Background: an optimization exercise with open tools, aiming at small area, a short achievable clock period and few clock cycles. Do not read the settings as production practice. For this run, only the layout was checked, not whether the RTL still works.

[design/flow/run.sh]
#!/bin/bash
# synth_recipe.tcl (not shown) runs the flow's synth.tcl, then flattens the netlist and writes it again
# the make line also repeats each setting of config.mk as NAME=value (left out here)
make -C /OpenROAD-flow-scripts/flow DESIGN_CONFIG=/design/flow/config.mk WORK_HOME=/design/flow/orfs CLKGATE_MAP_FILE= SYNTH_SCRIPT=/design/flow/synth_recipe.tcl finish
[design/flow/config.mk]
export PLATFORM = sky130hd
export DESIGN_NAME = pxe_core
export DESIGN_NICKNAME = pxe_core
export VERILOG_FILES = /design/flow/design.v
export SDC_FILE = /design/flow/constraint.sdc
export NUM_CORES = 4
export LEC_CHECK = 0
export ABC_AREA = 1
export CAP_MARGIN = 20
export CORE_MARGIN = 2
export CORE_UTILIZATION = 40
export SETUP_SLACK_MARGIN = 4.0
export SLEW_MARGIN = 20
[design/flow/constraint.sdc]
create_clock -name core_clock -period 9.0 [get_ports {clk}]
set_input_delay 1.8000 -clock core_clock [delete_from_list [all_inputs] [get_ports {clk}]]
set_output_delay 1.8000 -clock core_clock [all_outputs]
set_load 0.01 [all_outputs]
[design/flow/design.v]
module pxe_core (
    input  wire        clk,
    input  wire        rst,
    input  wire        cmd_valid,
    output wire        cmd_ready,
    input  wire [4:0]  cmd_op,
    input  wire [31:0] cmd_key,
    input  wire [15:0] cmd_height,
    input  wire [15:0] cmd_width,
    input  wire        in_valid,
    output wire        in_ready,
    input  wire [23:0] in_data,
    output wire        out_valid,
    input  wire        out_ready,
    output wire [23:0] out_data,
    output wire        mem_ren_a,
    output wire [9:0]  mem_raddr_a,
    input  wire [31:0] mem_rdata_a,
    output wire        mem_ren_b,
    output wire [9:0]  mem_raddr_b,
    input  wire [31:0] mem_rdata_b,
    output wire        mem_we,
    output wire [9:0]  mem_waddr,
    output wire [31:0] mem_wdata
);
    localparam [1:0] S_IDLE   = 2'd0,
                     S_RESEED = 2'd1,    
                     S_DRAW   = 2'd2,
                     S_MATH   = 2'd3;
    localparam [1:0] P_J1  = 2'd0,    
                     P_J2  = 2'd1,    
                     P_SMP = 2'd2;    
    reg [1:0]  state;
    reg        shuf;        
    reg        dec;
    reg [31:0] x;           
    reg [9:0]  cnt;         
    reg [9:0]  ra;          
    reg        msb;         
    reg        blk1;        
    reg        regen;       
    reg        d_valid;     
    reg        w_valid;     
    reg [31:0] wreg;        
    reg        raw_pend;    
    reg [15:0] wid, col, row;    
    reg [1:0]  phase;
    reg [1:0]  cp0, cp1, cp2;    
    reg [1:0]  bsel;        
    reg [23:0] out_reg;
    reg        out_v;
    wire [31:0] x_mix = x ^ {30'd0, x[31:30]};
    wire [31:0] x_inv = ~x_mix;
    wire cs_s1 = 1'b1 ^ cnt[0] ^ x_mix[0];
    wire cs_c2 = (1'b1 & cnt[0]) | (1'b1 & x_mix[0]) | (cnt[0] & x_mix[0]);
    wire cs_s3 = cnt[1] ^ x_mix[1];
    wire cs_c4 = cnt[1] & x_mix[1];
    wire cs_s5 = cnt[2] ^ x_mix[2] ^ x_mix[0];
    wire cs_c6 = (cnt[2] & x_mix[2]) | (cnt[2] & x_mix[0]) | (x_mix[2] & x_mix[0]);
    wire cs_s7 = cnt[3] ^ x_mix[3] ^ x_mix[1];
    wire cs_c8 = (cnt[3] & x_mix[3]) | (cnt[3] & x_mix[1]) | (x_mix[3] & x_mix[1]);
    wire cs_s9 = cnt[4] ^ x_mix[4] ^ x_mix[2];
    wire cs_c10 = (cnt[4] & x_mix[4]) | (cnt[4] & x_mix[2]) | (x_mix[4] & x_mix[2]);
    wire cs_s11 = 1'b1 ^ cnt[5] ^ x_mix[5];
    wire cs_c12 = (1'b1 & cnt[5]) | (1'b1 & x_mix[5]) | (cnt[5] & x_mix[5]);
    wire cs_s13 = x_mix[3] ^ x_inv[0];
    wire cs_c14 = x_mix[3] & x_inv[0];
    wire cs_s15 = cnt[6] ^ x_mix[6] ^ x_mix[4];
    wire cs_c16 = (cnt[6] & x_mix[6]) | (cnt[6] & x_mix[4]) | (x_mix[6] & x_mix[4]);
    wire cs_s17 = 1'b1 ^ cnt[7] ^ x_mix[7];
    wire cs_c18 = (1'b1 & cnt[7]) | (1'b1 & x_mix[7]) | (cnt[7] & x_mix[7]);
    wire cs_s19 = x_mix[5] ^ x_inv[2] ^ x_inv[0];
    wire cs_c20 = (x_mix[5] & x_inv[2]) | (x_mix[5] & x_inv[0]) | (x_inv[2] & x_inv[0]);
    wire cs_s21 = cnt[8] ^ x_mix[8] ^ x_mix[6];
    wire cs_c22 = (cnt[8] & x_mix[8]) | (cnt[8] & x_mix[6]) | (x_mix[8] & x_mix[6]);
    wire cs_s23 = x_inv[3] ^ x_inv[1];
    wire cs_c24 = x_inv[3] & x_inv[1];
    wire cs_s25 = cnt[9] ^ x_mix[9] ^ x_mix[7];
    wire cs_c26 = (cnt[9] & x_mix[9]) | (cnt[9] & x_mix[7]) | (x_mix[9] & x_mix[7]);
    wire cs_s27 = x_mix[0] ^ x_inv[4] ^ x_inv[2];
    wire cs_c28 = (x_mix[0] & x_inv[4]) | (x_mix[0] & x_inv[2]) | (x_inv[4] & x_inv[2]);
    wire cs_s29 = x_mix[10] ^ x_mix[8] ^ x_mix[1];
    wire cs_c30 = (x_mix[10] & x_mix[8]) | (x_mix[10] & x_mix[1]) | (x_mix[8] & x_mix[1]);
    wire cs_s31 = x_inv[5] ^ x_inv[3];
    wire cs_c32 = x_inv[5] & x_inv[3];
    wire cs_s33 = x_mix[11] ^ x_mix[9] ^ x_mix[2];
    wire cs_c34 = (x_mix[11] & x_mix[9]) | (x_mix[11] & x_mix[2]) | (x_mix[9] & x_mix[2]);
    wire cs_s35 = x_mix[0] ^ x_inv[6] ^ x_inv[4];
    wire cs_c36 = (x_mix[0] & x_inv[6]) | (x_mix[0] & x_inv[4]) | (x_inv[6] & x_inv[4]);
    wire cs_s37 = x_mix[12] ^ x_mix[10] ^ x_mix[3];
    wire cs_c38 = (x_mix[12] & x_mix[10]) | (x_mix[12] & x_mix[3]) | (x_mix[10] & x_mix[3]);
    wire cs_s39 = x_mix[1] ^ x_inv[7] ^ x_inv[5];
    wire cs_c40 = (x_mix[1] & x_inv[7]) | (x_mix[1] & x_inv[5]) | (x_inv[7] & x_inv[5]);
    wire cs_s41 = x_mix[13] ^ x_mix[11] ^ x_mix[4];
    wire cs_c42 = (x_mix[13] & x_mix[11]) | (x_mix[13] & x_mix[4]) | (x_mix[11] & x_mix[4]);
    wire cs_s43 = x_mix[2] ^ x_inv[8] ^ x_inv[6];
    wire cs_c44 = (x_mix[2] & x_inv[8]) | (x_mix[2] & x_inv[6]) | (x_inv[8] & x_inv[6]);
    wire cs_s45 = x_mix[14] ^ x_mix[12] ^ x_mix[5];
    wire cs_c46 = (x_mix[14] & x_mix[12]) | (x_mix[14] & x_mix[5]) | (x_mix[12] & x_mix[5]);
    wire cs_s47 = x_mix[3] ^ x_inv[9] ^ x_inv[7];
    wire cs_c48 = (x_mix[3] & x_inv[9]) | (x_mix[3] & x_inv[7]) | (x_inv[9] & x_inv[7]);
    wire cs_s49 = 1'b1 ^ x_mix[15] ^ x_mix[13];
    wire cs_c50 = (1'b1 & x_mix[15]) | (1'b1 & x_mix[13]) | (x_mix[15] & x_mix[13]);
    wire cs_s51 = x_mix[6] ^ x_mix[4] ^ x_inv[10];
    wire cs_c52 = (x_mix[6] & x_mix[4]) | (x_mix[6] & x_inv[10]) | (x_mix[4] & x_inv[10]);
    wire cs_s53 = x_inv[8] ^ x_inv[0];
    wire cs_c54 = x_inv[8] & x_inv[0];
    wire cs_s55 = x_mix[16] ^ x_mix[14] ^ x_mix[7];
    wire cs_c56 = (x_mix[16] & x_mix[14]) | (x_mix[16] & x_mix[7]) | (x_mix[14] & x_mix[7]);
    wire cs_s57 = x_mix[5] ^ x_inv[11] ^ x_inv[9];
    wire cs_c58 = (x_mix[5] & x_inv[11]) | (x_mix[5] & x_inv[9]) | (x_inv[11] & x_inv[9]);
    wire cs_s59 = x_mix[17] ^ x_mix[15] ^ x_mix[8];
    wire cs_c60 = (x_mix[17] & x_mix[15]) | (x_mix[17] & x_mix[8]) | (x_mix[15] & x_mix[8]);
    wire cs_s61 = x_mix[6] ^ x_inv[12] ^ x_inv[10];
    wire cs_c62 = (x_mix[6] & x_inv[12]) | (x_mix[6] & x_inv[10]) | (x_inv[12] & x_inv[10]);
    wire cs_s63 = x_mix[18] ^ x_mix[16] ^ x_mix[9];
    wire cs_c64 = (x_mix[18] & x_mix[16]) | (x_mix[18] & x_mix[9]) | (x_mix[16] & x_mix[9]);
    wire cs_s65 = x_mix[7] ^ x_inv[13] ^ x_inv[11];
    wire cs_c66 = (x_mix[7] & x_inv[13]) | (x_mix[7] & x_inv[11]) | (x_inv[13] & x_inv[11]);
    wire cs_s67 = x_mix[19] ^ x_mix[17] ^ x_mix[10];
    wire cs_c68 = (x_mix[19] & x_mix[17]) | (x_mix[19] & x_mix[10]) | (x_mix[17] & x_mix[10]);
    wire cs_s69 = x_mix[8] ^ x_mix[0] ^ x_inv[14];
    wire cs_c70 = (x_mix[8] & x_mix[0]) | (x_mix[8] & x_inv[14]) | (x_mix[0] & x_inv[14]);
    wire cs_s71 = x_inv[12] ^ x_inv[4];
    wire cs_c72 = x_inv[12] & x_inv[4];
    wire cs_s73 = x_mix[20] ^ x_mix[18] ^ x_mix[11];
    wire cs_c74 = (x_mix[20] & x_mix[18]) | (x_mix[20] & x_mix[11]) | (x_mix[18] & x_mix[11]);
    wire cs_s75 = x_mix[9] ^ x_mix[1] ^ x_inv[15];
    wire cs_c76 = (x_mix[9] & x_mix[1]) | (x_mix[9] & x_inv[15]) | (x_mix[1] & x_inv[15]);
    wire cs_s77 = x_inv[13] ^ x_inv[5];
    wire cs_c78 = x_inv[13] & x_inv[5];
    wire cs_s79 = x_mix[21] ^ x_mix[19] ^ x_mix[12];
    wire cs_c80 = (x_mix[21] & x_mix[19]) | (x_mix[21] & x_mix[12]) | (x_mix[19] & x_mix[12]);
    wire cs_s81 = x_mix[10] ^ x_mix[2] ^ x_inv[16];
    wire cs_c82 = (x_mix[10] & x_mix[2]) | (x_mix[10] & x_inv[16]) | (x_mix[2] & x_inv[16]);
    wire cs_s83 = x_inv[14] ^ x_inv[6];
    wire cs_c84 = x_inv[14] & x_inv[6];
    wire cs_s85 = x_mix[22] ^ x_mix[20] ^ x_mix[13];
    wire cs_c86 = (x_mix[22] & x_mix[20]) | (x_mix[22] & x_mix[13]) | (x_mix[20] & x_mix[13]);
    wire cs_s87 = x_mix[11] ^ x_mix[3] ^ x_inv[17];
    wire cs_c88 = (x_mix[11] & x_mix[3]) | (x_mix[11] & x_inv[17]) | (x_mix[3] & x_inv[17]);
    wire cs_s89 = x_inv[15] ^ x_inv[7];
    wire cs_c90 = x_inv[15] & x_inv[7];
    wire cs_s91 = x_mix[23] ^ x_mix[21] ^ x_mix[14];
    wire cs_c92 = (x_mix[23] & x_mix[21]) | (x_mix[23] & x_mix[14]) | (x_mix[21] & x_mix[14]);
    wire cs_s93 = x_mix[12] ^ x_mix[4] ^ x_inv[18];
    wire cs_c94 = (x_mix[12] & x_mix[4]) | (x_mix[12] & x_inv[18]) | (x_mix[4] & x_inv[18]);
    wire cs_s95 = x_inv[16] ^ x_inv[8];
    wire cs_c96 = x_inv[16] & x_inv[8];
    wire cs_s97 = x_mix[24] ^ x_mix[22] ^ x_mix[15];
    wire cs_c98 = (x_mix[24] & x_mix[22]) | (x_mix[24] & x_mix[15]) | (x_mix[22] & x_mix[15]);
    wire cs_s99 = x_mix[13] ^ x_mix[5] ^ x_inv[19];
    wire cs_c100 = (x_mix[13] & x_mix[5]) | (x_mix[13] & x_inv[19]) | (x_mix[5] & x_inv[19]);
    wire cs_s101 = x_inv[17] ^ x_inv[9];
    wire cs_c102 = x_inv[17] & x_inv[9];
    wire cs_s103 = x_mix[25] ^ x_mix[23] ^ x_mix[16];
    wire cs_c104 = (x_mix[25] & x_mix[23]) | (x_mix[25] & x_mix[16]) | (x_mix[23] & x_mix[16]);
    wire cs_s105 = x_mix[14] ^ x_mix[6] ^ x_inv[20];
    wire cs_c106 = (x_mix[14] & x_mix[6]) | (x_mix[14] & x_inv[20]) | (x_mix[6] & x_inv[20]);
    wire cs_s107 = x_inv[18] ^ x_inv[10];
    wire cs_c108 = x_inv[18] & x_inv[10];
    wire cs_s109 = 1'b1 ^ x_mix[26] ^ x_mix[24];
    wire cs_c110 = (1'b1 & x_mix[26]) | (1'b1 & x_mix[24]) | (x_mix[26] & x_mix[24]);
    wire cs_s111 = x_mix[17] ^ x_mix[15] ^ x_mix[7];
    wire cs_c112 = (x_mix[17] & x_mix[15]) | (x_mix[17] & x_mix[7]) | (x_mix[15] & x_mix[7]);
    wire cs_s113 = x_inv[21] ^ x_inv[19] ^ x_inv[11];
    wire cs_c114 = (x_inv[21] & x_inv[19]) | (x_inv[21] & x_inv[11]) | (x_inv[19] & x_inv[11]);
    wire cs_s115 = x_mix[27] ^ x_mix[25] ^ x_mix[18];
    wire cs_c116 = (x_mix[27] & x_mix[25]) | (x_mix[27] & x_mix[18]) | (x_mix[25] & x_mix[18]);
    wire cs_s117 = x_mix[16] ^ x_mix[8] ^ x_inv[22];
    wire cs_c118 = (x_mix[16] & x_mix[8]) | (x_mix[16] & x_inv[22]) | (x_mix[8] & x_inv[22]);
    wire cs_s119 = x_inv[20] ^ x_inv[12] ^ x_inv[1];
    wire cs_c120 = (x_inv[20] & x_inv[12]) | (x_inv[20] & x_inv[1]) | (x_inv[12] & x_inv[1]);
    wire cs_s121 = 1'b1 ^ x_mix[28] ^ x_mix[26];
    wire cs_c122 = (1'b1 & x_mix[28]) | (1'b1 & x_mix[26]) | (x_mix[28] & x_mix[26]);
    wire cs_s123 = x_mix[19] ^ x_mix[17] ^ x_mix[9];
    wire cs_c124 = (x_mix[19] & x_mix[17]) | (x_mix[19] & x_mix[9]) | (x_mix[17] & x_mix[9]);
    wire cs_s125 = x_inv[23] ^ x_inv[21] ^ x_inv[13];
    wire cs_c126 = (x_inv[23] & x_inv[21]) | (x_inv[23] & x_inv[13]) | (x_inv[21] & x_inv[13]);
    wire cs_s127 = x_inv[2] ^ x_inv[0];
    wire cs_c128 = x_inv[2] & x_inv[0];
    wire cs_s129 = x_mix[29] ^ x_mix[27] ^ x_mix[20];
    wire cs_c130 = (x_mix[29] & x_mix[27]) | (x_mix[29] & x_mix[20]) | (x_mix[27] & x_mix[20]);
    wire cs_s131 = x_mix[18] ^ x_mix[10] ^ x_inv[24];
    wire cs_c132 = (x_mix[18] & x_mix[10]) | (x_mix[18] & x_inv[24]) | (x_mix[10] & x_inv[24]);
    wire cs_s133 = x_inv[22] ^ x_inv[14] ^ x_inv[3];
    wire cs_c134 = (x_inv[22] & x_inv[14]) | (x_inv[22] & x_inv[3]) | (x_inv[14] & x_inv[3]);
    wire cs_s135 = x_mix[30] ^ x_mix[28] ^ x_mix[21];
    wire cs_c136 = (x_mix[30] & x_mix[28]) | (x_mix[30] & x_mix[21]) | (x_mix[28] & x_mix[21]);
    wire cs_s137 = x_mix[19] ^ x_mix[11] ^ x_inv[25];
    wire cs_c138 = (x_mix[19] & x_mix[11]) | (x_mix[19] & x_inv[25]) | (x_mix[11] & x_inv[25]);
    wire cs_s139 = x_inv[23] ^ x_inv[15] ^ x_inv[4];
    wire cs_c140 = (x_inv[23] & x_inv[15]) | (x_inv[23] & x_inv[4]) | (x_inv[15] & x_inv[4]);
    wire cs_s141 = x_mix[31] ^ x_mix[29] ^ x_mix[22];
    wire cs_s143 = x_mix[20] ^ x_mix[12] ^ x_mix[0];
    wire cs_s145 = x_inv[26] ^ x_inv[24] ^ x_inv[16];
    wire cs_s147 = x_inv[5] ^ x_inv[3];
    wire cs_s149 = cs_c10 ^ cs_s13 ^ cs_s11;
    wire cs_c150 = (cs_c10 & cs_s13) | (cs_c10 & cs_s11) | (cs_s13 & cs_s11);
    wire cs_s151 = x_inv[1] ^ cs_c14 ^ cs_c12;
    wire cs_c152 = (x_inv[1] & cs_c14) | (x_inv[1] & cs_c12) | (cs_c14 & cs_c12);
    wire cs_s153 = cs_c16 ^ cs_s17 ^ cs_s19;
    wire cs_c154 = (cs_c16 & cs_s17) | (cs_c16 & cs_s19) | (cs_s17 & cs_s19);
    wire cs_s155 = cs_c18 ^ cs_s23 ^ cs_c20;
    wire cs_c156 = (cs_c18 & cs_s23) | (cs_c18 & cs_c20) | (cs_s23 & cs_c20);
    wire cs_s157 = cs_c24 ^ cs_c22 ^ cs_s25;
    wire cs_c158 = (cs_c24 & cs_c22) | (cs_c24 & cs_s25) | (cs_c22 & cs_s25);
    wire cs_s159 = cs_c26 ^ cs_s31 ^ cs_c28;
    wire cs_c160 = (cs_c26 & cs_s31) | (cs_c26 & cs_c28) | (cs_s31 & cs_c28);
    wire cs_s161 = cs_c32 ^ cs_c30 ^ cs_s33;
    wire cs_c162 = (cs_c32 & cs_c30) | (cs_c32 & cs_s33) | (cs_c30 & cs_s33);
    wire cs_s163 = cs_c34 ^ cs_c36 ^ cs_s37;
    wire cs_c164 = (cs_c34 & cs_c36) | (cs_c34 & cs_s37) | (cs_c36 & cs_s37);
    wire cs_s165 = cs_c38 ^ cs_c40 ^ cs_s41;
    wire cs_c166 = (cs_c38 & cs_c40) | (cs_c38 & cs_s41) | (cs_c40 & cs_s41);
    wire cs_s167 = cs_c42 ^ cs_c44 ^ cs_s45;
    wire cs_c168 = (cs_c42 & cs_c44) | (cs_c42 & cs_s45) | (cs_c44 & cs_s45);
    wire cs_s169 = cs_c46 ^ cs_s53 ^ cs_c48;
    wire cs_c170 = (cs_c46 & cs_s53) | (cs_c46 & cs_c48) | (cs_s53 & cs_c48);
    wire cs_s171 = cs_s49 ^ cs_s51;
    wire cs_c172 = cs_s49 & cs_s51;
    wire cs_s173 = x_inv[1] ^ cs_c54 ^ cs_c50;
    wire cs_c174 = (x_inv[1] & cs_c54) | (x_inv[1] & cs_c50) | (cs_c54 & cs_c50);
    wire cs_s175 = cs_c52 ^ cs_s55 ^ cs_s57;
    wire cs_c176 = (cs_c52 & cs_s55) | (cs_c52 & cs_s57) | (cs_s55 & cs_s57);
    wire cs_s177 = x_inv[2] ^ cs_c56 ^ cs_c58;
    wire cs_c178 = (x_inv[2] & cs_c56) | (x_inv[2] & cs_c58) | (cs_c56 & cs_c58);
    wire cs_s179 = cs_s59 ^ cs_s61;
    wire cs_c180 = cs_s59 & cs_s61;
    wire cs_s181 = x_inv[3] ^ cs_c60 ^ cs_c62;
    wire cs_c182 = (x_inv[3] & cs_c60) | (x_inv[3] & cs_c62) | (cs_c60 & cs_c62);
    wire cs_s183 = cs_s63 ^ cs_s65;
    wire cs_c184 = cs_s63 & cs_s65;
    wire cs_s185 = cs_c64 ^ cs_s71 ^ cs_c66;
    wire cs_c186 = (cs_c64 & cs_s71) | (cs_c64 & cs_c66) | (cs_s71 & cs_c66);
    wire cs_s187 = cs_s67 ^ cs_s69;
    wire cs_c188 = cs_s67 & cs_s69;
    wire cs_s189 = cs_c72 ^ cs_c68 ^ cs_s77;
    wire cs_c190 = (cs_c72 & cs_c68) | (cs_c72 & cs_s77) | (cs_c68 & cs_s77);
    wire cs_s191 = cs_c70 ^ cs_s73 ^ cs_s75;
    wire cs_c192 = (cs_c70 & cs_s73) | (cs_c70 & cs_s75) | (cs_s73 & cs_s75);
    wire cs_s193 = cs_c78 ^ cs_c74 ^ cs_s83;
    wire cs_c194 = (cs_c78 & cs_c74) | (cs_c78 & cs_s83) | (cs_c74 & cs_s83);
    wire cs_s195 = cs_c76 ^ cs_s79 ^ cs_s81;
    wire cs_c196 = (cs_c76 & cs_s79) | (cs_c76 & cs_s81) | (cs_s79 & cs_s81);
    wire cs_s197 = cs_c84 ^ cs_c80 ^ cs_s89;
    wire cs_c198 = (cs_c84 & cs_c80) | (cs_c84 & cs_s89) | (cs_c80 & cs_s89);
    wire cs_s199 = cs_c82 ^ cs_s85 ^ cs_s87;
    wire cs_c200 = (cs_c82 & cs_s85) | (cs_c82 & cs_s87) | (cs_s85 & cs_s87);
    wire cs_s201 = cs_c90 ^ cs_c86 ^ cs_s95;
    wire cs_c202 = (cs_c90 & cs_c86) | (cs_c90 & cs_s95) | (cs_c86 & cs_s95);
    wire cs_s203 = cs_c88 ^ cs_s91 ^ cs_s93;
    wire cs_c204 = (cs_c88 & cs_s91) | (cs_c88 & cs_s93) | (cs_s91 & cs_s93);
    wire cs_s205 = cs_c96 ^ cs_c92 ^ cs_s101;
    wire cs_c206 = (cs_c96 & cs_c92) | (cs_c96 & cs_s101) | (cs_c92 & cs_s101);
    wire cs_s207 = cs_c94 ^ cs_s97 ^ cs_s99;
    wire cs_c208 = (cs_c94 & cs_s97) | (cs_c94 & cs_s99) | (cs_s97 & cs_s99);
    wire cs_s209 = cs_c102 ^ cs_c98 ^ cs_s107;
    wire cs_c210 = (cs_c102 & cs_c98) | (cs_c102 & cs_s107) | (cs_c98 & cs_s107);
    wire cs_s211 = cs_c100 ^ cs_s103 ^ cs_s105;
    wire cs_c212 = (cs_c100 & cs_s103) | (cs_c100 & cs_s105) | (cs_s103 & cs_s105);
    wire cs_s213 = x_inv[0] ^ cs_c108 ^ cs_c104;
    wire cs_c214 = (x_inv[0] & cs_c108) | (x_inv[0] & cs_c104) | (cs_c108 & cs_c104);
    wire cs_s215 = cs_c106 ^ cs_s109 ^ cs_s111;
    wire cs_c216 = (cs_c106 & cs_s109) | (cs_c106 & cs_s111) | (cs_s109 & cs_s111);
    wire cs_s217 = cs_c110 ^ cs_c112 ^ cs_c114;
    wire cs_c218 = (cs_c110 & cs_c112) | (cs_c110 & cs_c114) | (cs_c112 & cs_c114);
    wire cs_s219 = cs_s115 ^ cs_s117 ^ cs_s119;
    wire cs_c220 = (cs_s115 & cs_s117) | (cs_s115 & cs_s119) | (cs_s117 & cs_s119);
    wire cs_s221 = cs_c116 ^ cs_s127 ^ cs_c118;
    wire cs_c222 = (cs_c116 & cs_s127) | (cs_c116 & cs_c118) | (cs_s127 & cs_c118);
    wire cs_s223 = cs_c120 ^ cs_s121 ^ cs_s123;
    wire cs_c224 = (cs_c120 & cs_s121) | (cs_c120 & cs_s123) | (cs_s121 & cs_s123);
    wire cs_s225 = x_inv[1] ^ cs_c128 ^ cs_c122;
    wire cs_c226 = (x_inv[1] & cs_c128) | (x_inv[1] & cs_c122) | (cs_c128 & cs_c122);
    wire cs_s227 = cs_c124 ^ cs_c126 ^ cs_s129;
    wire cs_c228 = (cs_c124 & cs_c126) | (cs_c124 & cs_s129) | (cs_c126 & cs_s129);
    wire cs_s229 = cs_s131 ^ cs_s133;
    wire cs_c230 = cs_s131 & cs_s133;
    wire cs_s231 = x_inv[2] ^ cs_c130 ^ cs_c132;
    wire cs_c232 = (x_inv[2] & cs_c130) | (x_inv[2] & cs_c132) | (cs_c130 & cs_c132);
    wire cs_s233 = cs_c134 ^ cs_s135 ^ cs_s137;
    wire cs_c234 = (cs_c134 & cs_s135) | (cs_c134 & cs_s137) | (cs_s135 & cs_s137);
    wire cs_s235 = cs_c136 ^ cs_s147 ^ cs_c138;
    wire cs_s237 = cs_c140 ^ cs_s141 ^ cs_s143;
    wire cs_s239 = cs_s15 ^ cs_s151 ^ cs_c150;
    wire cs_c240 = (cs_s15 & cs_s151) | (cs_s15 & cs_c150) | (cs_s151 & cs_c150);
    wire cs_s241 = cs_c152 ^ cs_s153;
    wire cs_c242 = cs_c152 & cs_s153;
    wire cs_s243 = cs_s21 ^ cs_c154 ^ cs_s155;
    wire cs_c244 = (cs_s21 & cs_c154) | (cs_s21 & cs_s155) | (cs_c154 & cs_s155);
    wire cs_s245 = cs_s27 ^ cs_c156 ^ cs_s157;
    wire cs_c246 = (cs_s27 & cs_c156) | (cs_s27 & cs_s157) | (cs_c156 & cs_s157);
    wire cs_s247 = cs_s29 ^ cs_c158 ^ cs_s159;
    wire cs_c248 = (cs_s29 & cs_c158) | (cs_s29 & cs_s159) | (cs_c158 & cs_s159);
    wire cs_s249 = cs_s35 ^ cs_c160 ^ cs_s161;
    wire cs_c250 = (cs_s35 & cs_c160) | (cs_s35 & cs_s161) | (cs_c160 & cs_s161);
    wire cs_s251 = cs_s39 ^ cs_c162 ^ cs_s163;
    wire cs_c252 = (cs_s39 & cs_c162) | (cs_s39 & cs_s163) | (cs_c162 & cs_s163);
    wire cs_s253 = cs_s43 ^ cs_c164 ^ cs_s165;
    wire cs_c254 = (cs_s43 & cs_c164) | (cs_s43 & cs_s165) | (cs_c164 & cs_s165);
    wire cs_s255 = cs_s47 ^ cs_c166 ^ cs_s167;
    wire cs_c256 = (cs_s47 & cs_c166) | (cs_s47 & cs_s167) | (cs_c166 & cs_s167);
    wire cs_s257 = cs_s171 ^ cs_c168 ^ cs_s169;
    wire cs_c258 = (cs_s171 & cs_c168) | (cs_s171 & cs_s169) | (cs_c168 & cs_s169);
    wire cs_s259 = cs_c172 ^ cs_s173 ^ cs_c170;
    wire cs_c260 = (cs_c172 & cs_s173) | (cs_c172 & cs_c170) | (cs_s173 & cs_c170);
    wire cs_s261 = cs_c174 ^ cs_s179 ^ cs_c176;
    wire cs_c262 = (cs_c174 & cs_s179) | (cs_c174 & cs_c176) | (cs_s179 & cs_c176);
    wire cs_s263 = cs_c180 ^ cs_s183 ^ cs_c178;
    wire cs_c264 = (cs_c180 & cs_s183) | (cs_c180 & cs_c178) | (cs_s183 & cs_c178);
    wire cs_s265 = cs_c184 ^ cs_s187 ^ cs_c182;
    wire cs_c266 = (cs_c184 & cs_s187) | (cs_c184 & cs_c182) | (cs_s187 & cs_c182);
    wire cs_s267 = cs_c188 ^ cs_s189 ^ cs_c186;
    wire cs_c268 = (cs_c188 & cs_s189) | (cs_c188 & cs_c186) | (cs_s189 & cs_c186);
    wire cs_s269 = cs_c190 ^ cs_s193 ^ cs_c192;
    wire cs_c270 = (cs_c190 & cs_s193) | (cs_c190 & cs_c192) | (cs_s193 & cs_c192);
    wire cs_s271 = cs_c194 ^ cs_s197 ^ cs_c196;
    wire cs_c272 = (cs_c194 & cs_s197) | (cs_c194 & cs_c196) | (cs_s197 & cs_c196);
    wire cs_s273 = cs_c198 ^ cs_s201 ^ cs_c200;
    wire cs_c274 = (cs_c198 & cs_s201) | (cs_c198 & cs_c200) | (cs_s201 & cs_c200);
    wire cs_s275 = cs_c202 ^ cs_s205 ^ cs_c204;
    wire cs_c276 = (cs_c202 & cs_s205) | (cs_c202 & cs_c204) | (cs_s205 & cs_c204);
    wire cs_s277 = cs_c206 ^ cs_s209 ^ cs_c208;
    wire cs_c278 = (cs_c206 & cs_s209) | (cs_c206 & cs_c208) | (cs_s209 & cs_c208);
    wire cs_s279 = cs_s113 ^ cs_c210 ^ cs_s213;
    wire cs_c280 = (cs_s113 & cs_c210) | (cs_s113 & cs_s213) | (cs_c210 & cs_s213);
    wire cs_s281 = cs_c212 ^ cs_s215;
    wire cs_c282 = cs_c212 & cs_s215;
    wire cs_s283 = cs_c214 ^ cs_c216 ^ cs_s217;
    wire cs_c284 = (cs_c214 & cs_c216) | (cs_c214 & cs_s217) | (cs_c216 & cs_s217);
    wire cs_s285 = cs_s125 ^ cs_c218 ^ cs_c220;
    wire cs_c286 = (cs_s125 & cs_c218) | (cs_s125 & cs_c220) | (cs_c218 & cs_c220);
    wire cs_s287 = cs_s221 ^ cs_s223;
    wire cs_c288 = cs_s221 & cs_s223;
    wire cs_s289 = cs_s225 ^ cs_s229 ^ cs_c222;
    wire cs_c290 = (cs_s225 & cs_s229) | (cs_s225 & cs_c222) | (cs_s229 & cs_c222);
    wire cs_s291 = cs_c224 ^ cs_s227;
    wire cs_c292 = cs_c224 & cs_s227;
    wire cs_s293 = cs_s139 ^ cs_c226 ^ cs_c230;
    wire cs_c294 = (cs_s139 & cs_c226) | (cs_s139 & cs_c230) | (cs_c226 & cs_c230);
    wire cs_s295 = cs_c228 ^ cs_s231 ^ cs_s233;
    wire cs_c296 = (cs_c228 & cs_s231) | (cs_c228 & cs_s233) | (cs_s231 & cs_s233);
    wire cs_s297 = cs_s145 ^ cs_c232 ^ cs_c234;
    wire cs_s299 = cs_s235 ^ cs_s237;
    wire cs_s301 = cs_s175 ^ cs_c258 ^ cs_s259;
    wire cs_c302 = (cs_s175 & cs_c258) | (cs_s175 & cs_s259) | (cs_c258 & cs_s259);
    wire cs_s303 = cs_s177 ^ cs_c260 ^ cs_s261;
    wire cs_c304 = (cs_s177 & cs_c260) | (cs_s177 & cs_s261) | (cs_c260 & cs_s261);
    wire cs_s305 = cs_s181 ^ cs_c262 ^ cs_s263;
    wire cs_c306 = (cs_s181 & cs_c262) | (cs_s181 & cs_s263) | (cs_c262 & cs_s263);
    wire cs_s307 = cs_s185 ^ cs_c264 ^ cs_s265;
    wire cs_c308 = (cs_s185 & cs_c264) | (cs_s185 & cs_s265) | (cs_c264 & cs_s265);
    wire cs_s309 = cs_s191 ^ cs_c266 ^ cs_s267;
    wire cs_c310 = (cs_s191 & cs_c266) | (cs_s191 & cs_s267) | (cs_c266 & cs_s267);
    wire cs_s311 = cs_s195 ^ cs_c268 ^ cs_s269;
    wire cs_c312 = (cs_s195 & cs_c268) | (cs_s195 & cs_s269) | (cs_c268 & cs_s269);
    wire cs_s313 = cs_s199 ^ cs_c270 ^ cs_s271;
    wire cs_c314 = (cs_s199 & cs_c270) | (cs_s199 & cs_s271) | (cs_c270 & cs_s271);
    wire cs_s315 = cs_s203 ^ cs_c272 ^ cs_s273;
    wire cs_c316 = (cs_s203 & cs_c272) | (cs_s203 & cs_s273) | (cs_c272 & cs_s273);
    wire cs_s317 = cs_s207 ^ cs_c274 ^ cs_s275;
    wire cs_c318 = (cs_s207 & cs_c274) | (cs_s207 & cs_s275) | (cs_c274 & cs_s275);
    wire cs_s319 = cs_s211 ^ cs_c276 ^ cs_s277;
    wire cs_c320 = (cs_s211 & cs_c276) | (cs_s211 & cs_s277) | (cs_c276 & cs_s277);
    wire cs_s321 = cs_s281 ^ cs_s279 ^ cs_c278;
    wire cs_c322 = (cs_s281 & cs_s279) | (cs_s281 & cs_c278) | (cs_s279 & cs_c278);
    wire cs_s323 = cs_s219 ^ cs_c282 ^ cs_c280;
    wire cs_c324 = (cs_s219 & cs_c282) | (cs_s219 & cs_c280) | (cs_c282 & cs_c280);
    wire cs_s325 = cs_s287 ^ cs_c284 ^ cs_s285;
    wire cs_c326 = (cs_s287 & cs_c284) | (cs_s287 & cs_s285) | (cs_c284 & cs_s285);
    wire cs_s327 = cs_c288 ^ cs_s291 ^ cs_c286;
    wire cs_c328 = (cs_c288 & cs_s291) | (cs_c288 & cs_c286) | (cs_s291 & cs_c286);
    wire cs_s329 = cs_c292 ^ cs_c290 ^ cs_s293;
    wire cs_c330 = (cs_c292 & cs_c290) | (cs_c292 & cs_s293) | (cs_c290 & cs_s293);
    wire cs_s331 = cs_c294 ^ cs_s299 ^ cs_c296;
    wire cs_s333 = cs_s283 ^ cs_c322 ^ cs_s323;
    wire cs_c334 = (cs_s283 & cs_c322) | (cs_s283 & cs_s323) | (cs_c322 & cs_s323);
    wire cs_s335 = cs_c324 ^ cs_s325;
    wire cs_c336 = cs_c324 & cs_s325;
    wire cs_s337 = cs_s289 ^ cs_c326 ^ cs_s327;
    wire cs_c338 = (cs_s289 & cs_c326) | (cs_s289 & cs_s327) | (cs_c326 & cs_s327);
    wire cs_s339 = cs_s295 ^ cs_c328 ^ cs_s329;
    wire cs_c340 = (cs_s295 & cs_c328) | (cs_s295 & cs_s329) | (cs_c328 & cs_s329);
    wire cs_s341 = cs_s297 ^ cs_c330 ^ cs_s331;
    wire [31:0] ms_a = {cs_c340, cs_c338, cs_c336, cs_c334, cs_s333, cs_c320, cs_c318, cs_c316, cs_c314, cs_c312, cs_c310, cs_c308, cs_c306, cs_c304, cs_c302, cs_s301, cs_c256, cs_c254, cs_c252, cs_c250, cs_c248, cs_c246, cs_c244, cs_c242, cs_c240, cs_s239, cs_s149, cs_c8, cs_c6, cs_c4, cs_s3, cs_s1};
    wire [31:0] ms_b = {cs_s341, cs_s339, cs_s337, cs_s335, 1'b0, cs_s321, cs_s319, cs_s317, cs_s315, cs_s313, cs_s311, cs_s309, cs_s307, cs_s305, cs_s303, 1'b0, cs_s257, cs_s255, cs_s253, cs_s251, cs_s249, cs_s247, cs_s245, cs_s243, cs_s241, 1'b0, 1'b0, cs_s9, cs_s7, cs_s5, cs_c2, 1'b0};
    wire [31:0] x_next = ms_a + ms_b;
    wire        in_rs = (state == S_RESEED);
    wire [9:0]  rb = (ra >= 10'd228) ? ra - 10'd228 : ra + 10'd396;
    wire        raw  = in_rs && (cnt <= 10'd396);
    wire [31:0] op_a = regen ? x : (raw ? 32'd0 : mem_rdata_a);
    wire [31:0] op_b = in_rs ? x : mem_rdata_b;
    wire [31:0] tw   = op_b ^ {1'b0, msb && !raw, op_a[30:1]}
                       ^ (op_a[0] ? 32'h9908B0DF : 32'h0);
    function [31:0] temper;
        input [31:0] v;
        reg [31:0] t;
        begin
            t = v ^ (v >> 11);
            t = t ^ ((t << 7)  & 32'h9D2C5680);
            t = t ^ ((t << 15) & 32'hEFC60000);
            t = t ^ (t >> 18);
            temper = t;
        end
    endfunction
    wire [31:0] word = temper(wreg);
    wire [7:0]  w8   = word[7:0];
    function [7:0] sel_byte;
        input [23:0] p;
        input [1:0]  k;
        begin
            case (k)
                2'd0:    sel_byte = p[7:0];
                2'd1:    sel_byte = p[15:8];
                default: sel_byte = p[23:16];
            endcase
        end
    endfunction
    wire [1:0] cp_b  = (bsel == 2'd0) ? cp0 : (bsel == 2'd1) ? cp1 : cp2;
    wire [1:0] src   = (shuf && !dec) ? cp_b : bsel;    
    wire [1:0] dst   = (shuf && dec)  ? cp_b : bsel;    
    wire [7:0] s_in  = sel_byte(in_data, src);
    wire        acc_nz  = (w8[6:0] <= 7'd99);
    wire [7:0]  s_inv   = s_in ^ {8{dec}};
    wire [9:0]  sum     = {2'b00, s_inv} + {3'b000, w8[6:0]} - 10'd50;
    wire [7:0]  clipped = (sum[9] ? 8'd0 : (sum[8] ? 8'd255 : sum[7:0])) ^ {8{dec}};
    wire [7:0]  res     = shuf ? clipped : (s_in ^ w8);
    wire [7:0]  k8  = x[7:0];
    wire [7:0]  mka = dec ? ~k8 : 8'd0;
    wire [7:0]  mkc = dec ? 8'hFF : k8;
    wire [7:0]  m_r0 = ((in_data[7:0]   ^ mka) + k8) ^ mkc;
    wire [7:0]  m_r1 = ((in_data[15:8]  ^ mka) + k8) ^ mkc;
    wire [7:0]  m_r2 = ((in_data[23:16] ^ mka) + k8) ^ mkc;
    wire out_free = !out_v || out_ready;
    wire in_draw  = (state == S_DRAW);
    wire in_math  = (state == S_MATH);
    wire smp_word = !shuf || (phase == P_SMP && acc_nz);
    wire consume  = w_valid && (!smp_word || (in_valid && out_free));
    wire put      = w_valid && smp_word && in_valid && out_free;    
    wire advance  = d_valid && (!w_valid || consume);
    wire room     = !d_valid || advance;
    wire last_col = (col == 16'd1);
    wire last_pix = last_col && (row == 16'd1);
    wire pix_done = (put && bsel == 2'd2) || (in_math && in_valid && out_free);
    wire reload   = d_valid && blk1 && (ra == 10'd397);
    wire issue    = !(pix_done && last_pix) && room && !reload &&
                    ((in_rs && cnt >= 10'd396) || in_draw);
    wire step     = in_rs ? (cnt < 10'd396 || (cnt == 10'd396 ? issue : advance))
                          : (regen && (cnt == 10'd396 || advance));
    wire [15:0] cr_dec = (last_col ? row : col) - 16'd1;
    assign cmd_ready = (state == S_IDLE);
    assign in_ready  = (w_valid && smp_word && bsel == 2'd2 && out_free) ||
                       (in_math && out_free);
    assign out_valid = out_v;
    assign out_data  = out_reg;
    assign mem_ren_a   = issue;
    assign mem_raddr_a = ra;
    assign mem_ren_b   = issue;
    assign mem_raddr_b = rb;
    wire [9:0]  w_sub = {9'd0, d_valid} + 10'd2;    
    assign mem_we      = raw_pend || w_valid;
    assign mem_waddr   = raw_pend ? cnt - 10'd1 :
                         (ra >= w_sub ? ra - w_sub : ra + 10'd624 - w_sub);
    assign mem_wdata   = wreg;
    always @(posedge clk) begin
        if (rst) begin
            state   <= S_IDLE;
            d_valid <= 1'b0;
            w_valid <= 1'b0;
            out_v   <= 1'b0;
            raw_pend <= 1'b0;
        end else begin
            raw_pend <= raw && step;
            if (raw && step)
                wreg <= tw;
            if (out_ready)
                out_v <= 1'b0;
            if (pix_done)
                out_v <= 1'b1;
            if (advance) begin
                msb <= op_a[31];
                wreg <= tw;
                if (ra == 10'd1)         
                    blk1 <= 1'b0;
                if (ra == 10'd0)         
                    regen <= 1'b0;
            end
            if (step) begin
                x   <= x_next;
                cnt <= cnt + 10'd1;
            end
            d_valid <= issue || (d_valid && !advance);
            if (issue)
                ra <= (ra == 10'd623) ? 10'd0 : ra + 10'd1;
            w_valid <= advance || (w_valid && !consume);
            if (consume && shuf) begin
                case (phase)
                    P_J1: begin
                        if (w8[1:0] != 2'd3) begin
                            cp0   <= w8[1:0];    
                            phase <= P_J2;
                        end
                    end
                    P_J2: begin
                        case ({cp0, w8[0]})
                            3'b000: begin cp0 <= 2'd1; cp1 <= 2'd2; cp2 <= 2'd0; end
                            3'b001: begin cp0 <= 2'd2; cp1 <= 2'd1; cp2 <= 2'd0; end
                            3'b010: begin cp0 <= 2'd2; cp1 <= 2'd0; cp2 <= 2'd1; end
                            3'b011: begin cp0 <= 2'd0; cp1 <= 2'd2; cp2 <= 2'd1; end
                            3'b100: begin cp0 <= 2'd1; cp1 <= 2'd0; cp2 <= 2'd2; end
                            default: begin cp0 <= 2'd0; cp1 <= 2'd1; cp2 <= 2'd2; end
                        endcase
                        phase <= P_SMP;
                    end
                    default: ;
                endcase
            end
            if (put) begin
                case (dst)
                    2'd0:    out_reg[7:0]   <= res;
                    2'd1:    out_reg[15:8]  <= res;
                    default: out_reg[23:16] <= res;
                endcase
                bsel <= (bsel == 2'd2) ? 2'd0 : bsel + 2'd1;
            end
            case (state)
                S_IDLE: begin
                    if (cmd_valid) begin
                        shuf   <= cmd_op[2];
                        dec    <= cmd_op[4];
                        x      <= cmd_key;
                        cnt    <= 10'd0;
                        ra     <= 10'd1;
                        blk1   <= 1'b1;
                        regen  <= 1'b0;
                        phase  <= P_J1;
                        bsel   <= 2'd0;
                        wid    <= cmd_width;
                        col    <= cmd_width;
                        row    <= cmd_height;
                        if (cmd_height == 16'd0 || cmd_width == 16'd0)
                            state <= S_IDLE;
                        else if (cmd_op[1])
                            state <= S_MATH;
                        else
                            state <= S_RESEED;
                    end
                end
                S_RESEED: begin
                    if (cnt == 10'd0)
                        msb <= x[31];
                    if (cnt == 10'd623 && advance)
                        state <= S_DRAW;
                end
                S_DRAW: begin
                    if (reload && advance) begin
                        x     <= mem_rdata_a;
                        cnt   <= 10'd396;
                        regen <= 1'b1;
                    end
                end
                S_MATH: begin
                    if (pix_done)
                        out_reg <= {m_r2, m_r1, m_r0};
                end
                default: state <= S_IDLE;
            endcase
            if (pix_done) begin
                if (last_pix) begin
                    state   <= S_IDLE;
                    d_valid <= 1'b0;
                    w_valid <= 1'b0;
                end else if (last_col) begin
                    col <= wid;
                    row <= cr_dec;
                end else begin
                    col <= cr_dec;
                end
            end
        end
    end
endmodule
==> impl_metrics.ini <==
[run_status]
status = complete, no violations

[cts]
insertion_delay_ns = 0.48
cts-root-buf = clkbuf_16
clockBufferDepth = 2
cts.htree.levels = 4
clock-sinks = 177
cts_tree = done
numCtsBuffers = 17
clk_pin_slew_ns = 0.08

[final_layout]
final_cell_mix = 444 x inv_1, 411 x nand2_1, 234 x clkdlybuf4s50_1
multiInputGateArea_um2 = 12300
stdcell_area_um2 = 24500
nets = 3216
n_fill_cell = 4537
drive_gt1_frac = 0.106
instances_no_fill = 3454
layout_commonest_cell = inv_1
regArea_um2 = 5260
area_delta_synth_final_pct = 27.0

[synthesis]
synth_edf_count = 171
syn_inst = 2477
synthesis.area_um2 = 19300
yosys_register_bits = 177
synth_warnings = 1
synth.avg_cell_area_um2 = 7.79
synth-main-ff-cell = edfxtp_1
async_flop_share = 0
synth_area_leaders = edfxtp_1 27%, fa_1 14%, inv_1 9.0%, nand2_1 8.1%, ha_1 6.5%
synth.top_cell.area_share = 0.266
synth_nets = 2873
yosysSeqAreaShare = 0.272
yosysTopAreaCell = edfxtp_1
synth_cell_type_count = 62

[critical_path]
cp-startpoint = out_ready
crit_path_max_incr_delay_ns = 0.21
cp-endpoint = d_valid$_SDFF_PP0_
r2r_end = x[24]$_DFFE_PN_
reg2reg_slack_ns = 4.16
reg2reg_from = x[30]$_DFFE_PN_
critPathMostFrequentCell = buf_4
r2r_cells = 21
endpoint_kind = flop
crit_slowest_cell = o21ai_4
worstPathArrival_ns = 5.35
cp-start-kind = input port
critPathKind = in -> reg
cp_max_fo = 3
cp.required_ns = 9.43

[detailed_routing]
routedWlPerCell_um = 20.0
first_pass_iters = 6
ant_nets = 0
drtIter0Drc = 1869
vias = 18700
vias_per_cell = 5.41
routed_wl_mm = 69.2
drc = 0

[timing]
maxSlewViolCount = 0
setup_viol = 0
fmax_mhz = 203
fin_crit_sh = 0.547
period_minus_slack_ns = 4.92
tightest_slew_ns = 1.08
fin_ws_ns = 4.08
relSlewSlack = 0.277
final_hold_viol_count = 0
hold_slack_ns = 0.536
rsz0062_at_grt = yes
clock_skew_ns = 0.0124
fin_tns_setup_ns = 0

[placement]
dp.final_hpwl_mm = 53.5
dp_cells = 3287
port_buffers = 251
gp_congestion = 0.968
dpl_cell_area_um2 = 22400
preCtsSetupSlack_ns = 2.98

[die]
die_area_um2 = 50000
core_um2 = 47600
start_util = 0.405
die_y_um = 224
rows = 80
die_w_um = 224
pin_count = 254

[grt]
antenna_found_initial = 3
grt_pass1_vias = 17700
grt.overflow.total = 0
grt_pass1_wl_mm = 104
grt_max_degree = 74
grt_use_total = 0.275

[job]
maxCapViolations = 0

[hold_path]
worstHoldPathType = reg -> reg
==> worst min-delay path by stage <==
stage	from	end	slack (ns)	cells after the start
2_1_floorplan	d_valid$_SDFF_PP0_	w_valid$_SDFF_PP0_	0.48	2
3_3_place_gp	state[0]$_SDFF_PP0_	state[0]$_SDFF_PP0_	0.51	2
3_5_place_dp	state[0]$_SDFF_PP0_	state[0]$_SDFF_PP0_	0.52	2
4_1_cts	state[0]$_SDFF_PP0_	state[0]$_SDFF_PP0_	0.53	2
5_1_grt	state[0]$_SDFF_PP0_	state[0]$_SDFF_PP0_	0.56	2
6_report	state[0]$_SDFF_PP0_	state[0]$_SDFF_PP0_	0.54	2
==> area by class of cell <==
class                           instances  area share
Multi-Input combinational cell       1752       0.501
Sequential cell                       177       0.214
Timing Repair Buffer                  397       0.152
Inverter                              475      0.0750
Tap cell                              615      0.0314
Clock buffer                           17      0.0174
Clock inverter                         15     0.00858
Antenna cell                            6    0.000613
==> logic make-up (layout without fill, tap and decap cells) <==
group | count (synthesis) | count (layout) | share of synthesized area
flops | 177 | 177 | 0.272
compound gates | 514 | 514 | 0.146
simple gates | 822 | 823 | 0.183
xor+xnor | 172 | 172 | 0.0785
buf+inv | 549 | 904 | 0.112
fa+ha+maj | 234 | 234 | 0.204
mux | 9 | 9 | 0.00467
other cells | 0 | 6 | 0
==> cells in the mapped netlist (14+ instances only) <==
master	number
xor2_1	129
nand4_1	27
nor2_1	165
ha_1	100
nor3_1	22
a31oi_1	20
nor4_1	21
clkbuf_1	46
inv_1	464
fa_1	134
xnor2_1	42
edfxtp_1	171
o211ai_1	14
nand2_1	418
o21bai_1	25
nand3_1	131
o21ai_1	26
a21oi_1	151
o21ai_0	235
==> metrics by stage <==
| stage | utilization |
|---|---|
| 6_report | 0.514 |
| 5_1_grt | 0.514 |
| 4_1_cts | 0.496 |
| 2_1_floorplan | - |
| 3_5_place_dp | 0.470 |
| 3_3_place_gp | 0.470 |
==> critical path: cells and delay by family <==
family	cells	cell delay (ns)
and+or+nand+nor	3	0.24
buffers and inverters	26	3.08
AOI/OAI and AO/OA	1	0.21
==> layer usage <==
metal  vias to the layer above  routed length (um)  global-route usage
li1                       8784                   -                   -
met1                      8955               29400               0.379
met2                       803               31800               0.440
met3                       133                5440              0.0395
met4                         2                2560               0.104
met5                         -                  13                   0
==> timing repair <==
item	CTS	global route
setup endpoints to repair	61	56
gates resized for setup	50	75
gates cloned	0	1
setup buffers	59	68
pin swaps	4	20
hold buffers	0	0

[separate check: timing with driven ports]
The results above use ideal ports. As a check the final layout listed here was re-extracted and re-timed, cells and wires unchanged. Step 1, drivers: a clkbuf_16 drives clk and a buf_2 each remaining input, both assumed. Step 2, shift: input delay + t, output delay - t, t = (earliest + latest rising clock arrival at the registers) / 2. This alone moves slack from input paths to output paths. Slacks: no drivers / after step 1 / after step 2; pairs: no drivers / after step 1.
t (ns): 0.527
setup WS [ns]: 4.077 / 4.070 / 3.574
worst setup path after step 2: input to register
worst register clock-pin slew, ns: 0.08 / 0.08
pins driven straight from the clock port: 1
After both steps setup and hold are still met in this run. The setup slack of this run moves by -0.007 ns with the drivers and by -0.503 ns with both steps.
